Source: an optimization exercise on an open RTL-to-GDS flow (aim: small area, a short achievable clock period and few clock cycles per item). Production flows keep margins and buffers that such runs may drop.
The RTL was checked by simulation tests, not by an equivalence proof against the original design.
Power figures rest on the tool's default switching activity, not on a simulated workload.

// line21_batch
module line21_batch (
    input  wire        clk,
    input  wire        rst,             
    input  wire        csr_we,
    input  wire        csr_re,
    input  wire [2:0]  csr_num,
    input  wire [9:0]  csr_wdata,
    output reg  [9:0]  csr_rdata,
    input  wire        fl_we,
    input  wire [3:0]  fl_index,
    input  wire [7:0]  fl_handle,
    input  wire        cmd_valid,
    output wire        cmd_ready,
    input  wire [1:0]  cmd_op,
    output wire [1:0]  rs_req_valid,
    input  wire [1:0]  rs_req_ready,
    output wire [15:0] rs_req_handle,
    output wire [19:0] rs_req_row,
    input  wire [1:0]  rs_valid,
    output wire [1:0]  rs_ready,
    input  wire [15:0] rs_data,
    input  wire [1:0]  rs_last,
    input  wire [1:0]  rs_empty,
    input  wire [1:0]  rs_err,
    output wire        out_valid,
    input  wire        out_ready,
    output wire [7:0]  out_data,
    output wire        out_tag,
    output wire [3:0]  out_cause,
    output wire        out_first,
    output wire        out_last
);
export LEC_CHECK = 0
export CAP_MARGIN = 20
export CORE_MARGIN = 2
export CORE_UTILIZATION = 40
export SLEW_MARGIN = 20
create_clock -name core_clock -period 14.0 [get_ports {clk}]
run.sh (not shown) runs the stock make flow with config.mk's settings and CLKGATE_MAP_FILE= SYNTH_SCRIPT=/design/flow/synth_recipe.tcl, a recipe that flattens the netlist after the stock synthesis.
Testbench counts at the start, summed over its fixed seeds: cycles 61,085, frames 720.
==> next run, changes <==
--- a/flow/design.v
+++ b/flow/design.v
@@ -43,24 +43,28 @@
     wire       wr      = sv && !serr && !sempty;
     wire       grow    = wr && (sd > mx);
     wire       modeb   = (sd >= 8'd36) || (mx >= 8'd36);
     wire [6:0] code    = !modeb       ? sd[6:0] :
                          (sd < 8'd17) ? 7'd0 :
                          (sd > 8'd142) ? 7'd127 : sd[6:0] - 7'd16;
     wire [17:0] sd461  = sd * 10'd461 + 18'd971;
     wire [18:0] sd1147 = sd * 11'd1147 + 19'd1965;
     wire [7:0]  t0_sd  = sd461[17:10];
     wire [7:0]  t1_sd  = sd1147[18:11];
     reg [8:0]  j;
     reg [8:0]  lag;                  
+    reg [8:0]  jf;                   
+    reg        fv;                   
+    reg [7:0]  fs;
+    reg        fc1, fc0;             
     reg [2:0]  ph;
     reg        prev;
     reg [7:0]  amin;                 
     reg [7:0]  rmin;                 
     reg [3:0]  start;
     reg [3:0]  tcnt;
     reg [6:0]  stop;
     reg [3:0]  bw;
     reg [17:0] hist;                 
     reg [3:0]  cd;
     reg [3:0]  k;
     reg [1:0]  s32;                  
@@ -71,32 +75,32 @@
     wire       dend  = fin || (j == n);
     wire       drain = ldone && !dend && !flip && !(err || ovf || empty);
     wire       sh    = wr_ok || drain;
     wire       direct = lag[8];
     wire [223:0] taps;                
     genvar q;
     generate
         for (q = 0; q < 32; q = q + 1) begin : tp
             assign taps[7*q +: 7] = sr[56*q + 49 +: 7];
         end
     endgenerate
     wire [6:0] tapc  = taps[7*lag[7:3] +: 7];
-    wire [7:0] tapv  = (j < jsw)        ? {1'b0, tapc} :
+    wire [7:0] tapv  = (jf < jsw)       ? {1'b0, tapc} :
                        (tapc == 7'd0)   ? 8'd0 :
                        (tapc == 7'd127) ? 8'd255 : {1'b0, tapc} + 8'd16;
-    wire       vis   = direct ? wr_ok : (sh && (lag[2:0] == 3'b111));
-    wire       proc  = vis && (j < n || direct) && !fin;
-    wire [7:0] s     = direct ? sd : tapv;
-    wire       c1    = (s >= t1);
-    wire       c0    = (s < t0);
+    wire       fetch = !direct && sh && (lag[2:0] == 3'b111) && (jf < n) && !flip;
+    wire       proc  = (direct ? wr_ok : fv) && !fin;
+    wire [7:0] s     = direct ? sd : fs;
+    wire       c1    = direct ? (sd >= t1) : fc1;
+    wire       c0    = direct ? (sd < t0) : fc0;
     wire       b     = c1 | (!c0 & prev);
     wire       rise1 = b & !prev;
     wire [8:0] lrun  = j - {5'd0, start};                
     wire [15:0] bwm  = lrun[6:0] * 9'd77 + 16'd527;
     wire [3:0] bw_l  = bwm[12:9];                         
     wire [2:0] h     = bw[3:1];
     wire [3:0] d2    = bw - {1'b0, h};                    
     wire [4:0] d3    = {1'b0, bw} + {1'b0, d2};           
     wire       b_m2  = hist[d2 - 1'b1];
     wire       b_m3  = hist[d3 - 1'b1];
     wire [9:0] w3    = {n, 1'b0} + {1'b0, n};            
     wire [9:0] s5    = {1'b0, stop, 2'b00} + {3'b0, stop};  
@@ -132,24 +136,26 @@
             loading <= 1'b0;
             sv      <= 1'b0;
             n       <= 9'd0;
             ovf     <= 1'b0;
             err     <= 1'b0;
             empty   <= 1'b0;
             ldone   <= 1'b0;
             mx      <= 8'd0;
             t0      <= 8'd0;
             t1      <= 8'd0;
             j       <= 9'd0;
             lag     <= 9'h1ff;
+            jf      <= 9'd0;
+            fv      <= 1'b0;
             jsw     <= 9'h100;
             ph      <= D_START;
             prev    <= 1'b0;
             amin    <= 8'hff;
             rmin    <= 8'hff;
         end else begin
             if (go)
                 loading <= 1'b1;
             sv <= loading && in_valid;
             if (loading && in_valid) begin
                 sd     <= in_data;
                 slast  <= in_last;
@@ -170,33 +176,41 @@
                         n <= n + 1'b1;
                 end
                 if (serr || sempty || slast)
                     ldone <= 1'b1;
             end
             if (wr_ok && modeb && jsw[8])
                 jsw <= n;
             if (grow) begin
                 mx <= sd;
                 t0 <= t0_sd;
                 t1 <= t1_sd;
             end
+            fv <= fetch;
+            if (fetch) begin
+                fs  <= tapv;
+                fc1 <= (tapv >= t1);
+                fc0 <= (tapv < t0);
+                jf  <= jf + 1'b1;
+            end
             if (flip) begin
                 j    <= 9'd0;
+                jf   <= 9'd0;
                 lag  <= n - !wr_ok;
                 ph   <= D_START;
                 prev <= 1'b0;
                 amin <= 8'hff;
                 rmin <= 8'hff;
             end else begin
-                if (sh && !proc && !direct)
+                if (sh && !fetch && !direct)
                     lag <= lag + 1'b1;
             end
             if (!flip && proc) begin
                 j    <= j + 1'b1;
                 prev <= b;
                 hist <= {hist[16:0], b};
                 if (b && s < amin)  amin <= s;
                 if (rise1 && s < rmin) rmin <= s;
                 case (ph)
                 D_START: if (b) begin
                     start <= j[3:0];
                     tcnt  <= 4'd0;
=>
- wire length stays flat
- utilization is about the same
- worst setup slack improved by 0.38 ns
- global-route usage goes down by 0.19 points
- area after synthesis goes up by about 1.3%
- fmax goes up by 5.0%
- power goes up by about 1.3%
- sequential share of layout area goes down by 0.33 points
- cell count goes up by about 1.4%
- design area goes up by 1.3%
- clock power hardly moves
- clock-buffer cell count goes down by 1
Testbench counts after the change, summed over its fixed seeds: cycles 61,182, frames 720.

-- separate check: timing with driven ports --
No port has a modelled driver above. Below, the same layouts with a new extraction and two added sets of constraints. Step 1, drivers: a clkbuf_16 drives clk and a buf_2 each remaining input, both assumed. Step 2 adds t to the input delays and takes it off the output delays; t is the mean of the earliest and latest rising clock arrival at the registers after step 1. Input paths then give back, and output paths get back, about the clock's delay inside the block. a / b / c = no drivers / after step 1 / after step 2; a / b = the first two.
run	shift t [ns]	setup WS [ns]	worst setup path at the end	latest minus earliest clock arrival (ns)	worst register clock-pin slew, ns
the first run	0.996	5.885 / 5.764 / 5.764	input to output	0.133 / 0.133	0.07 / 0.07
the second run	1.021	6.268 / 6.248 / 6.248	input to output	0.109 / 0.110	0.07 / 0.07
After both steps setup and hold are still met in every run listed. For the first run, which loses most, drivers alone change the setup slack by -0.121 ns; drivers and shift together by -0.121 ns.
